Source: an optimization exercise on an open RTL-to-GDS flow (aim: small area). Production flows keep margins and buffers that such runs may drop.
Function was checked by simulation only, so behaviour that the tests miss may differ from the original.
The flow treats the clock pin as an ideal source, which a real chip does not have.
No activity file was given, so power comes from the tool's default toggle rates.

==> flow/flow/run.sh <==
#!/bin/bash
# Standard layout with three changes: ports are buffered with the smallest
# buffer; the clock tree uses clkbuf_4 in clusters of up to 8 sinks without
# dummy loads; after clock tree synthesis, cells off the critical paths are
# downsized (flow/post_cts.tcl). Each tool's output goes to a log of its own.
set -euo pipefail
here=$(pwd)
cat >> config.mk <<EOC
export BUFFER_PORTS_ARGS = -buffer_cell sky130_fd_sc_hd__buf_1
export CTS_ARGS = -sink_clustering_enable -repair_clock_nets -buf_list sky130_fd_sc_hd__clkbuf_4 -sink_clustering_size 8 -sink_clustering_max_diameter 40 -dont_use_dummy_load
export POST_CTS_TCL = $here/flow/post_cts.tcl
EOC
bash standard.sh > standard.log 2>&1
==> flow/flow/post_cts.tcl <==
# Downsize cells that have slack to spare, then legalize again.
log_cmd repair_timing -recover_power 100
log_cmd detailed_placement
log_cmd estimate_parasitics -placement
report_design_area
==> flow/standard.sh <==
#!/bin/bash
# synth_recipe.tcl (not shown) runs the flow's synth.tcl, then flattens the netlist and writes it again
# the make line also repeats each setting of config.mk as NAME=value (left out here)
make -C /OpenROAD-flow-scripts/flow DESIGN_CONFIG=/design/flow/config.mk WORK_HOME=/design/flow/orfs CLKGATE_MAP_FILE= SYNTH_SCRIPT=/design/flow/synth_recipe.tcl "${@:-finish}"
==> flow/config.mk <==
export PLATFORM = sky130hd
export DESIGN_NAME = qdfsm_core
export DESIGN_NICKNAME = qdfsm_core
export VERILOG_FILES = /design/flow/design.v
export SDC_FILE = /design/flow/constraint.sdc
export NUM_CORES = 4
export LEC_CHECK = 0
export CAP_MARGIN = 20
export CORE_MARGIN = 2
export CORE_UTILIZATION = 60
export SLEW_MARGIN = 20
export BUFFER_PORTS_ARGS = -buffer_cell sky130_fd_sc_hd__buf_1
export CTS_ARGS = -sink_clustering_enable -repair_clock_nets -buf_list sky130_fd_sc_hd__clkbuf_4 -sink_clustering_size 8 -sink_clustering_max_diameter 40 -dont_use_dummy_load
export POST_CTS_TCL = /design/flow/flow/post_cts.tcl
==> flow/constraint.sdc <==
create_clock -name core_clock -period 14.0 [get_ports {clk}]
set_input_delay 2.8000 -clock core_clock [delete_from_list [all_inputs] [get_ports {clk}]]
set_output_delay 2.8000 -clock core_clock [all_outputs]
set_load 0.01 [all_outputs]
==> flow/design.v <==
module qd_timer #(
    parameter W = 8
) (
    input  wire         clk,
    input  wire         clear,        
    input  wire         cfg_en,
    input  wire [W:0]   cfg_count,    
    input  wire         reg_en,
    input  wire [1:0]   reg_slot,
    input  wire [7:0]   reg_hid,
    input  wire         rst_cnt,
    input  wire         tick,
    output wire         on,
    output wire         normal,
    output wire [W-1:0] count,        
    output wire         fire_pwm,     
    output wire         fire_ext,     
    output wire [2:0]   fire_oh,      
    output wire [7:0]   hid_0,
    output wire [7:0]   hid_1,
    output wire [7:0]   hid_2
);
    localparam [W+1:0] TWO_THIRDS_FULL = ({2'b10, {W{1'b0}}}) / 3;
    localparam [W-1:0] KA = TWO_THIRDS_FULL[W-1:0];
    localparam [W-1:0] KB = TWO_THIRDS_FULL[W:1];
    reg          on_q;
    reg  [W-1:0] tcnt;
    reg  [W-1:0] ocra;
    reg  [2:0]   ie;
    reg  [7:0]   hid0, hid1, hid2;
    assign on     = on_q;
    assign normal = (ocra == {W{1'b0}});
    assign count  = ocra;
    assign hid_0  = hid0;
    assign hid_1  = hid1;
    assign hid_2  = hid2;
    wire go = tick && on_q;
    wire [W-1:0] nxt = tcnt + {{(W-1){1'b0}}, go};
    wire m0 = (nxt == ocra);
    wire m1 = normal ? (nxt == KA) : (nxt == {1'b0, ocra[W-1:1]});
    wire m2 = normal && (nxt == KB);
    wire f0 = go && m0 && ie[0];
    wire f1 = go && m1 && ie[1];
    wire f2 = go && m2 && ie[2];
    wire [7:0] fh = ({8{m0}} & hid0) | ({8{m1}} & hid1) | ({8{m2}} & hid2);
    wire any = f0 || f1 || f2;
    assign fire_pwm  = any && (fh == 8'd0);
    assign fire_ext  = any && (fh != 8'd0);
    assign fire_oh   = {f2, f1, f0};
    always @(posedge clk) begin
        if (clear) begin
            on_q <= 1'b0;
            ie   <= 3'b000;
        end else if (cfg_en) begin
            on_q <= 1'b1;
            if (!cfg_count[W]) ie[2] <= 1'b0;
        end else if (reg_en) begin
            ie[reg_slot] <= 1'b1;
        end
    end
    always @(posedge clk) begin
        if (cfg_en) begin
            ocra <= cfg_count[W-1:0];
            tcnt <= {W{1'b0}};
        end else if (rst_cnt) begin
            tcnt <= {W{1'b0}};
        end else begin
            tcnt <= (go && m0) ? {W{1'b0}} : nxt;
        end
        if (reg_en) begin
            case (reg_slot)
                2'd0: hid0 <= reg_hid;
                2'd1: hid1 <= reg_hid;
                default: hid2 <= reg_hid;
            endcase
        end
    end
endmodule
module qd_pwm_step (
    input  wire       clk,
    input  wire       clear,
    input  wire [1:0] nticks,        
    input  wire [1:0] pw,            
    output wire       pwm_out
);
    reg [7:0] pos;
    reg [1:0] pw_set;
    wire [8:0] sum  = {1'b0, pos} + {7'd0, nticks};
    wire       wrap = sum[8];         
    always @(posedge clk) begin
        if (clear)
            pos <= 8'd255;
        else if (wrap)
            pos <= {7'b0011100, sum[0]};
        else
            pos <= sum[7:0];
        if (wrap)
            pw_set <= pw;
    end
    assign pwm_out = (pw_set == 2'd0) ? (pos < 8'd81) :
                     (pw_set == 2'd1) ? (pos < 8'd71) : (pos < 8'd61);
endmodule
module qd_presc_search (
    input  wire [31:0] period_us,
    input  wire        wide,         
    output wire        found,
    output reg  [16:0] best_c,       
    output reg  [2:0]  sh
);
    wire [31:0] P = period_us;
    wire nz = |P;
    wire [29:0] f2 = P[31:2];
    wire [27:0] f4 = P[31:4];
    wire [25:0] f6 = P[31:6];
    wire le1  = wide ? (P <= 32'd4096)  : (P <= 32'd16);
    wire le8  = wide ? (P <= 32'd32768) : (P <= 32'd128);
    wire le64   = wide ? (f2 <= 30'd65536) : (f2 <= 30'd256);
    wire le256  = wide ? (f4 <= 28'd65536) : (f4 <= 28'd256);
    wire le1024 = wide ? (f6 <= 26'd65536) : (f6 <= 26'd256);
    wire eq64   = wide ? (f2 == 30'd65536) : (f2 == 30'd256);
    wire eq256  = wide ? (f4 == 28'd65536) : (f4 == 28'd256);
    wire eq1024 = wide ? (f6 == 26'd65536) : (f6 == 26'd256);
    assign found = nz && le1024;
    reg [16:0] base;
    reg        up;
    always @* begin
        if (le64) begin
            base = f2[16:0];
            up   = (P[1:0] == 2'd3) && !eq64;
        end else if (le256) begin
            base = f4[16:0];
            up   = (P[3:0] > 4'd8) && !eq256;
        end else begin
            base = f6[16:0];
            up   = (P[5:0] > 6'd32) && !eq1024;
        end
        if (le1) begin
            best_c = {P[12:0], 4'd0};
            sh     = 3'd0;
        end else if (le8) begin
            best_c = {P[15:0], 1'b0};
            sh     = 3'd1;
        end else begin
            best_c = base + {16'd0, up};
            sh     = le64 ? 3'd2 : le256 ? 3'd3 : 3'd4;
        end
    end
endmodule
module qdfsm_core (
    input  wire        clk,
    input  wire        rst,           
    input  wire        in_valid,
    input  wire [31:0] in_word,
    output reg         rsp_valid,
    output reg  [1:0]  rsp_status,
    output wire [31:0] rsp_value,
    output reg  [1:0]  cb_valid,
    output wire [3:0]  cb0_src,
    output wire [7:0]  cb0_hid,
    output wire [3:0]  cb1_src,
    output wire [7:0]  cb1_hid,
    output wire        pwm_out
);
    localparam [1:0] ST_OK = 2'd0, ST_NO_SOLUTION = 2'd1, ST_FAIL = 2'd2, ST_ILLEGAL = 2'd3;
    localparam [7:0] OP_QD_SAMPLE    = 8'h01,
                     OP_QD_GETDIR    = 8'h02,
                     OP_TMR_CONFIG   = 8'h10,
                     OP_TMR_REGISR   = 8'h11,
                     OP_TMR_RESET    = 8'h12,
                     OP_TMR_REGPER   = 8'h13,
                     OP_TMR_RESETPER = 8'h14,
                     OP_SRV_CENTER   = 8'h20,
                     OP_SRV_CW       = 8'h21,
                     OP_SRV_CCW      = 8'h22,
                     OP_EV_QDEDGE    = 8'h80,
                     OP_EV_TMRTICK   = 8'h81,
                     OP_EV_USTICK    = 8'h82,
                     OP_EV_PORST     = 8'h8E,
                     OP_EV_SOFTRST   = 8'h8F;
    reg        have_w0;         
    reg [1:0]  qd_pins;         
    reg        qd_hv;           
    reg        qd_old3;         
    reg [1:0]  qd_dir;
    reg        tk_att0, tk_att1;
    reg [31:0] tk_per0, tk_per1;
    reg [7:0]  tk_hid0, tk_hid1;
    reg [31:0] tk_el0, tk_el1;
    reg [1:0]  pw;              
    reg        rsp_cfg;         
    reg        rsp_t;
    reg [2:0]  rsp_data;        
    reg [7:0]  cb_oh;           
    wire       w0_cfg  = rsp_cfg;
    wire [1:0] w0_kind = rsp_status;
    wire [7:0] w0_hid  = cb_oh;
    wire       hold_w0 = have_w0 && !in_valid;
    wire [7:0]  opc      = in_word[31:24];
    wire [7:0]  tid      = in_word[23:16];
    wire        tid_ok   = (tid[7:1] == 7'd0);
    wire        t        = in_word[16];
    wire rsv_n   = (in_word[23:0] == 24'd0);    
    wire rsv_t   = (in_word[15:0] == 16'd0);    
    wire rsv_tsh = (in_word[11:8] == 4'd0);     
    wire rsv_qe  = (in_word[23:2] == 22'd0);    
    wire two_word_opc = (opc == OP_TMR_CONFIG) || (opc == OP_TMR_REGPER);
    wire take_w0   = in_valid && !have_w0 && two_word_opc;
    wire one_word  = in_valid && !have_w0 && !two_word_opc;
    wire second    = in_valid && have_w0;
    wire [31:0] w1 = in_word;
    wire w1_nz = |w1;
    wire w0_tok = !w0_kind[1];
    wire w0_t   = w0_kind[0];
    wire is_sample   = one_word && opc == OP_QD_SAMPLE    && rsv_n;
    wire is_getdir   = one_word && opc == OP_QD_GETDIR    && rsv_n;
    wire is_regisr   = one_word && opc == OP_TMR_REGISR   && rsv_tsh;
    wire is_treset   = one_word && opc == OP_TMR_RESET    && rsv_t;
    wire is_resetper = one_word && opc == OP_TMR_RESETPER && rsv_t;
    wire is_center   = one_word && opc == OP_SRV_CENTER   && rsv_n;
    wire is_cw       = one_word && opc == OP_SRV_CW       && rsv_n;
    wire is_ccw      = one_word && opc == OP_SRV_CCW      && rsv_n;
    wire is_qdedge   = one_word && opc == OP_EV_QDEDGE    && rsv_qe;
    wire is_tmrtick  = one_word && opc == OP_EV_TMRTICK   && rsv_t;
    wire is_ustick   = one_word && opc == OP_EV_USTICK    && rsv_n;
    wire is_softrst  = one_word && (opc == OP_EV_PORST || opc == OP_EV_SOFTRST) && rsv_n;
    wire is_host     = one_word && !opc[7];
    wire host_legal  = is_sample || is_getdir || is_regisr || is_treset || is_resetper ||
                       is_center || is_cw || is_ccw;
    wire clear = rst || is_softrst;
    wire        srch_found;
    wire [16:0] srch_c;
    wire [2:0]  srch_sh;
    qd_presc_search u_search (
        .period_us (w1),
        .wide      (w0_t),
        .found     (srch_found),
        .best_c    (srch_c),
        .sh        (srch_sh)
    );
    wire cfg_cmd = second && w0_cfg;
    wire cfg_ok  = cfg_cmd && w0_tok && srch_found;
    wire        on0, on1, nrm0, nrm1;
    wire [7:0]  cnt0;
    wire [15:0] cnt1;
    wire        pwm0, pwm1, ext0, ext1;
    wire [2:0]  foh0, foh1;
    wire [7:0]  h00, h01, h02, h10, h11, h12;
    wire on_sel  = t ? on1 : on0;
    wire nrm_sel = t ? nrm1 : nrm0;
    wire [3:0] slot = in_word[15:12];
    wire slot_ok = on_sel && (slot[3:1] == 3'd0 || (slot == 4'd2 && nrm_sel));
    wire regisr_ok = is_regisr && tid_ok && slot_ok;
    qd_timer #(.W(8)) u_tmr0 (
        .clk       (clk),
        .clear     (clear),
        .cfg_en    (cfg_ok && !w0_t),
        .cfg_count (srch_c[8:0]),
        .reg_en    (regisr_ok && !t),
        .reg_slot  (slot[1:0]),
        .reg_hid   (in_word[7:0]),
        .rst_cnt   (is_treset && tid == 8'd0),
        .tick      (is_tmrtick && tid == 8'd0),
        .on        (on0),
        .normal    (nrm0),
        .count     (cnt0),
        .fire_pwm  (pwm0),
        .fire_ext  (ext0),
        .fire_oh   (foh0),
        .hid_0     (h00),
        .hid_1     (h01),
        .hid_2     (h02)
    );
    qd_timer #(.W(16)) u_tmr1 (
        .clk       (clk),
        .clear     (clear),
        .cfg_en    (cfg_ok && w0_t),
        .cfg_count (srch_c),
        .reg_en    (regisr_ok && t),
        .reg_slot  (slot[1:0]),
        .reg_hid   (in_word[7:0]),
        .rst_cnt   (is_treset && tid == 8'd1),
        .tick      (is_tmrtick && tid == 8'd1),
        .on        (on1),
        .normal    (nrm1),
        .count     (cnt1),
        .fire_pwm  (pwm1),
        .fire_ext  (ext1),
        .fire_oh   (foh1),
        .hid_0     (h10),
        .hid_1     (h11),
        .hid_2     (h12)
    );
    wire [31:0] el_nxt0 = tk_el0 - {31'd0, is_ustick};
    wire [31:0] el_nxt1 = tk_el1 - {31'd0, is_ustick};
    wire tk_fire0 = is_ustick && tk_att0 && (tk_el0 == 32'd1);
    wire tk_fire1 = is_ustick && tk_att1 && (tk_el1 == 32'd1);
    wire tk0_pwm = tk_fire0 && (tk_hid0 == 8'd0);
    wire tk0_ext = tk_fire0 && (tk_hid0 != 8'd0);
    wire tk1_pwm = tk_fire1 && (tk_hid1 == 8'd0);
    wire tk1_ext = tk_fire1 && (tk_hid1 != 8'd0);
    wire regper_ok = second && !w0_cfg && w0_tok && w1_nz;
    wire rp0 = regper_ok && !w0_t;
    wire rp1 = regper_ok && w0_t;
    wire rsp0 = is_resetper && tid == 8'd0;
    wire rsp1 = is_resetper && tid == 8'd1;
    wire [31:0] per_d0 = rp0 ? w1 : tk_per0;
    wire [31:0] per_d1 = rp1 ? w1 : tk_per1;
    always @(posedge clk) begin
        if (clear) begin
            tk_att0 <= 1'b0;
            tk_att1 <= 1'b0;
        end else begin
            if (rp0) tk_att0 <= 1'b1;
            if (rp1) tk_att1 <= 1'b1;
        end
    end
    always @(posedge clk) begin
        tk_per0 <= per_d0;
        tk_per1 <= per_d1;
        if (rp0) tk_hid0 <= w0_hid;
        if (rp1) tk_hid1 <= w0_hid;
        tk_el0 <= (rp0 || rsp0 || tk_fire0) ? per_d0 : el_nxt0;
        tk_el1 <= (rp1 || rsp1 || tk_fire1) ? per_d1 : el_nxt1;
    end
    wire tmr_pwm = pwm0 || pwm1;
    wire [1:0] pwm_ticks = {tk0_pwm && tk1_pwm, tmr_pwm || (tk0_pwm ^ tk1_pwm)};   
    qd_pwm_step u_pwm (
        .clk     (clk),
        .clear   (clear),
        .nticks  (pwm_ticks),
        .pw      (pw),
        .pwm_out (pwm_out)
    );
    always @(posedge clk) begin
        if (clear)          pw <= 2'd0;
        else if (is_center) pw <= 2'd1;
        else if (is_cw)     pw <= 2'd0;
        else if (is_ccw)    pw <= 2'd2;
    end
    wire tmr_ext = ext0 || ext1;
    always @(posedge clk) begin
        if (rst) begin
            cb_valid <= 2'b00;
        end else begin
            cb_valid <= {tk0_ext && tk1_ext, tmr_ext || tk0_ext || tk1_ext};
        end
    end
    always @(posedge clk)
        if (take_w0)
            cb_oh <= in_word[7:0];
        else if (!hold_w0)
            cb_oh <= {tk1_ext && !tk0_ext, tk0_ext, foh1, foh0};
    assign cb0_src = {cb_oh[6] | cb_oh[7],
                      cb_oh[3] | cb_oh[4] | cb_oh[5] | cb_oh[7],
                      cb_oh[2] | cb_oh[5],
                      cb_oh[1] | cb_oh[4]};
    assign cb0_hid = ({8{cb_oh[0]}} & h00) | ({8{cb_oh[1]}} & h01) | ({8{cb_oh[2]}} & h02) |
                     ({8{cb_oh[3]}} & h10) | ({8{cb_oh[4]}} & h11) | ({8{cb_oh[5]}} & h12) |
                     ({8{cb_oh[6]}} & tk_hid0) | ({8{cb_oh[7]}} & tk_hid1);
    assign cb1_src = {cb_valid[1], cb_valid[1], rsp_valid, rsp_valid};
    assign cb1_hid = tk_hid1;
    wire [1:0] code = in_word[1:0];
    wire qd_cw  = qd_old3 && qd_hv && (qd_pins == 2'b10) && (code == 2'b00);
    wire qd_ccw = qd_old3 && qd_hv && (qd_pins == 2'b01) && (code == 2'b00);
    always @(posedge clk) begin
        if (rst)
            qd_pins <= 2'b00;
        else if (is_qdedge)
            qd_pins <= code;
        if (clear) begin
            qd_hv   <= 1'b0;
            qd_old3 <= 1'b0;
            qd_dir  <= 2'b00;
        end else if (is_qdedge) begin
            qd_hv   <= 1'b1;
            qd_old3 <= qd_hv && (qd_pins == 2'b11);
            if (qd_cw)       qd_dir <= 2'b01;
            else if (qd_ccw) qd_dir <= 2'b10;
        end else if (is_getdir) begin
            qd_dir <= 2'b00;
        end
    end
    always @(posedge clk) begin
        if (rst)
            have_w0 <= 1'b0;
        else if (take_w0)
            have_w0 <= 1'b1;
        else if (second)
            have_w0 <= 1'b0;
    end
    reg        rsp_valid_n;
    reg [1:0]  rsp_status_n;
    reg [2:0]  rsp_data_n;
    always @* begin
        rsp_valid_n  = 1'b0;
        rsp_status_n = ST_OK;
        rsp_data_n   = 3'd0;
        if (second) begin
            rsp_valid_n = 1'b1;
            if (w0_kind == 2'd3)
                rsp_status_n = ST_ILLEGAL;
            else if (w0_cfg) begin
                if (cfg_ok) rsp_data_n = srch_sh;
                else        rsp_status_n = ST_NO_SOLUTION;
            end else begin
                if (w0_tok && w1_nz) rsp_data_n = 3'd1;
                else                 rsp_status_n = ST_FAIL;
            end
        end else if (is_host) begin
            rsp_valid_n = 1'b1;
            if (!host_legal)
                rsp_status_n = ST_ILLEGAL;
            else if (is_sample)
                rsp_data_n = {1'b0, qd_pins};
            else if (is_getdir)
                rsp_data_n = {1'b0, qd_dir};
            else if (is_regisr) begin
                if (regisr_ok) rsp_data_n = 3'd1;
                else           rsp_status_n = ST_FAIL;
            end else if (is_treset || is_resetper) begin
                if (!tid_ok) rsp_status_n = ST_FAIL;
            end
        end
    end
    always @(posedge clk) begin
        if (rst)
            rsp_valid <= 1'b0;
        else
            rsp_valid <= rsp_valid_n;
        if (take_w0) begin
            rsp_cfg <= !opc[0];
            if (opc[0] ? (in_word[15:8] != 8'd0) : !rsv_t)
                rsp_status <= 2'd3;
            else if (!tid_ok)
                rsp_status <= 2'd2;
            else
                rsp_status <= {1'b0, t};
        end else if (!hold_w0) begin
            rsp_status <= rsp_status_n;
            rsp_cfg    <= cfg_ok;
        end
        rsp_data   <= rsp_data_n;
        rsp_t      <= w0_t;
    end
    wire [16:0] c_sel = rsp_t ? {nrm1, cnt1} : {8'd0, nrm0, cnt0};
    reg  [26:0] ticks;
    always @* begin
        case (rsp_data)
            3'd0:    ticks = {10'd0, c_sel[16:4], 4'd0};    
            3'd1:    ticks = {7'd0, c_sel[16:1], 4'd0};     
            3'd2:    ticks = {4'd0, c_sel, 6'd0};
            3'd3:    ticks = {2'd0, c_sel, 8'd0};
            default: ticks = {c_sel, 10'd0};
        endcase
    end
    assign rsp_value = {{5{cb_valid[1]}}, rsp_cfg ? ticks : {24'd0, rsp_data}};
endmodule
==> run summary <==
==> cell families (layout without fill, tap and decap cells) <==
group	after synthesis	after routing
AO/OA/AOI/OAI	303	303
multiplexers	81	81
buffers and inverters	136	198
XOR/XNOR	131	131
flip-flops	287	287
AND/OR/NAND/NOR	674	674
other	1	2
adder cells (fa/ha/maj)	14	14
==> per-stage QoR <==
step | util | power, W | cells | cell area (um^2) | worst slack (ns)
finish | 0.637 | 0.00138 | 2020 | 15900 | 5.09
global route | 0.637 | 0.00143 | 2020 | 15900 | 4.64
detailed placement | 0.624 | 0.000976 | 1968 | 15600 | 4.66
global placement | 0.624 | 0.000975 | 1968 | 15600 | 4.89
floorplan | - | 0.000944 | 1627 | 15100 | 6.02
==> how the worst max path moves through the flow <==
| stage | to | slack, ns | cells after the start |
|---|---|---|---|
| finish | u_pwm.pw_set[1] | 5.09 | 22 |
| global route | u_pwm.pw_set[1] | 4.64 | 22 |
| detailed placement | u_pwm.pw_set[0] | 4.66 | 22 |
| global placement | u_pwm.pw_set[0] | 4.89 | 22 |
| floorplan | u_pwm.pw_set[0] | 6.02 | 23 |
==> critical path: stages <==
cell and delay [ns]:
buf_1 0.27, nor4_2 0.76, nand4_1 0.24, nor3_1 0.47, and4_1 0.47, ha_1 0.24, ha_1 0.24, nand2_1 0.13
nor4_1 0.39, xnor2_1 0.23, or4_1 0.57, or4_1 0.50, nor3_1 0.36, a22o_1 0.19, a21o_1 0.14, inv_1 0.04
o21ai_0 0.23, ha_1 0.25, fa_1 0.25, nand2_1 0.07, nor2_1 0.20, and3_1 0.26
==> sequential cells by signal (all words and copies together) (netlist names), 3 cells and up <==
register and count:
cb_oh 8, rsp_data 3, tk_el0 32, tk_el1 32, tk_hid0 8, tk_hid1 8
tk_per0 32, tk_per1 32, u_pwm.pos 8, u_tmr0.hid0 8, u_tmr0.hid1 8, u_tmr0.hid2 8
u_tmr0.ie 3, u_tmr0.ocra 8, u_tmr0.tcnt 8, u_tmr1.hid0 8, u_tmr1.hid1 8, u_tmr1.hid2 8
u_tmr1.ie 3, u_tmr1.ocra 16, u_tmr1.tcnt 16
==> cells in the mapped netlist (45+ instances only) <==
library cell	n	area [um^2]
nand2_1	183	687
a21oi_1	81	405
dfxtp_1	186	3720
nor2_1	186	698
clkbuf_1	70	263
a22oi_1	51	383
o21ai_0	45	225
edfxtp_1	101	3030
xnor2_1	73	639
nor4_1	61	382
mux2_2	63	709
xor2_1	55	482
==> cell type report <==
cell class,count,area share
Multi-Input combinational cell,1204,0.485
Sequential cell,287,0.425
Timing Repair Buffer,118,0.0340
Tap cell,330,0.0260
Clock buffer,47,0.0222
Inverter,33,0.00779
Antenna cell,1,0.000157
==> routing by layer <==
layer,up-vias,global-route usage
li1,6007,-
met1,5975,0.412
met2,549,0.519
met3,90,0.0433
met4,0,0.117
met5,-,0
==> power by group through the flow <==
stage	clock network, W	registers, W	logic [W]
floorplan	0	0.000888	0.0000561
global placement	0	0.000891	0.0000844
detailed placement	0	0.000891	0.0000846
global route	0.000471	0.000873	0.0000912
finish	0.000422	0.000872	0.0000850
==> metrics.log <==
[metrics] outcome: no timing/DRC/antenna violations
[metrics] via-per-instance ratio: 6.25
[metrics] overflow left after global routing: 0
[metrics] Post-Syn Instances: 1627
[metrics] Detail Route Antenna Nets: 0
[metrics] final-layout setup total negative slack: 0 ns
[metrics] proportion of register bits with asynchronous set or reset after synthesis: 0
[metrics] vias in the first global route: 11800
[metrics] count of synthesis-stage warnings from yosys: 5
[metrics] top metal layer carrying routed signals: met4
[metrics] first-pass detailed-route iteration total: 6
[metrics] arrival time reported for the critical path endpoint: 9.32 ns
[metrics] final WL: 41400 um
[metrics] layout cell share with drive strength beyond 1: 0.0906
[metrics] Initial Util: 0.605
[metrics] number of vias in the routed layout: 12600
[metrics] leakage power figure: 5.91 nW
[metrics] Top FF cell, synth: dfxtp_1
[metrics] half-perimeter wire length after placement: 29700 um
[metrics] depth of the most critical reg-to-reg path: 22
[metrics] flop2flop setup slack: 7.45 ns
[metrics] destination of the worst register-to-register timing path: u_pwm.pw_set[1]
[metrics] most common cell after layout, fill and taps aside: nor2_1
[metrics] total power density per cell area: 86.7 nW/um^2
[metrics] clk sink count: 287
[metrics] Final Skew: 0.109 ns
[metrics] worst min-delay path class: flip-flop to flip-flop
[metrics] global placement routability congestion: 0.962
[metrics] fraction of the mapped netlist area in adder cells: 0.0121
[metrics] total routing usage reported by global routing: 0.310
[metrics] clock slew at reported path FFs: 0.08 ns
[metrics] fin crit period: 8.91 ns
[metrics] wire length of the first global-routing pass: 64400 um
[metrics] largest net degree at the start of global routing: 63
[metrics] unrepaired setup endpoints after global routing: no
[metrics] Post-Synthesis Cell Area: 15100 um^2
[metrics] I/O pin cnt: 97
[metrics] CTS tree: done
[metrics] Filler Cells Inserted: 2192
[metrics] area delta synth->final: 5.23%
[metrics] Placeable Area: 25000 um^2
[metrics] internal power: 0.00105 W
[metrics] DIE WIDTH: 163 um
[metrics] number of flops mapped to enable cells by yosys: 101
[metrics] sequential power share: 0.632
[metrics] DRC violation count after routing: 0
[metrics] Port Buffers: 95
[metrics] Netlist cell types: 91
[metrics] share of total power consumed by net switching: 0.242
[metrics] Synth Register Bits: 287
[metrics] portion of total power attributed to combinational logic: 0.062
[metrics] mux cell area share after synthesis: 0.0600
[metrics] Worst Path Class, Setup: input pin to flip-flop
[metrics] number of design-rule violations left by the first detailed-router iteration: 1402
[metrics] launching instance or port of the critical path: in_word[12]
[metrics] number of antenna violations at the first check in global routing: 1
[metrics] commonest cells after routing, fill and taps aside: 187 x nor2_1, 186 x dfxtp_1, 183 x nand2_1
[metrics] Peak supply drop: 0.0000765 V
[metrics] xor-xnor portion of the synthesized cell area: 0.0788
[metrics] Worst-Skew Late Latency: 0.70 ns
[metrics] share of the clock period used by the worst path: 0.636
[metrics] worst relative slew slack: 0.234
[metrics] Final Slew Violations: 0
[metrics] dominant combinational cell family by area after synthesis: simple AND/OR/NAND/NOR gates
[metrics] met2 wirelength from detailed routing: 19500 um
[metrics] nets: 1740
[metrics] endpoints failing setup: 0
[metrics] final-report hold violation count: 0
[metrics] instance count along the most critical hold path: 0
[metrics] routed length on met3: 3010 um
[metrics] per-cell routed wire length: 20.5 um
[metrics] wire length the detailed router placed on met1: 17600 um
[metrics] average cell area after synthesis: 9.29 um^2
[metrics] y dimension of the die: 163 um
[metrics] worst min-delay path endpoint: u_pwm.pw_set[0]
[metrics] net switching power: 0.000333 W
[metrics] worst reg2reg startpoint: have_w0
[metrics] area of the multi-input gates: 7710 um^2
[metrics] Sequential Area: 6760 um^2
[metrics] Critical Path Start Type: input pin
[metrics] synthesized-area fraction occupied by ao, oa, aoi and oai cells: 0.135
[metrics] startpoint of the most critical hold path: pw[0]
[metrics] Die Footprint: 26500 um^2
[metrics] worst-margin pin slew: 1.15 ns
[metrics] fraction of power consumed by the clock network: 0.306
[metrics] proportion of synthesized chip area in sequential cells: 0.447
[metrics] Hold WS: 0.448 ns
[metrics] max-capacitance violation count: 0
[metrics] critical path data required time: 14.41 ns
[metrics] standard-cell rows: 58
[metrics] fmax: 0.112 GHz
[metrics] synthesized netlist net count: 1676
[metrics] critical path capture point type: flip-flop
[metrics] critical-path maximum fanout: 12
[metrics] area fraction in and, or, nand and nor cells after synthesis: 0.228

## afterwards: timing with drivers on the ports
No port has a modelled driver above. Below, the same layout with a new extraction and two added sets of constraints. Step 1 assumes that a clkbuf_16 drives the clock port and a buf_2 every other input. Step 2, shift: input delay + t, output delay - t, t = (earliest + latest rising clock arrival at the registers) / 2. This alone moves slack from input paths to output paths. Slacks: no drivers / after step 1 / after step 2; pairs: no drivers / after step 1.
t (ns): 0.692
slack for setup (ns): 5.090 / 5.115 / 4.423
slew at the worst register clock pin (ns): 0.09 / 0.09
After both steps this run still meets setup and hold. The setup slack of this run moves by +0.025 ns with the drivers and by -0.667 ns with both steps.
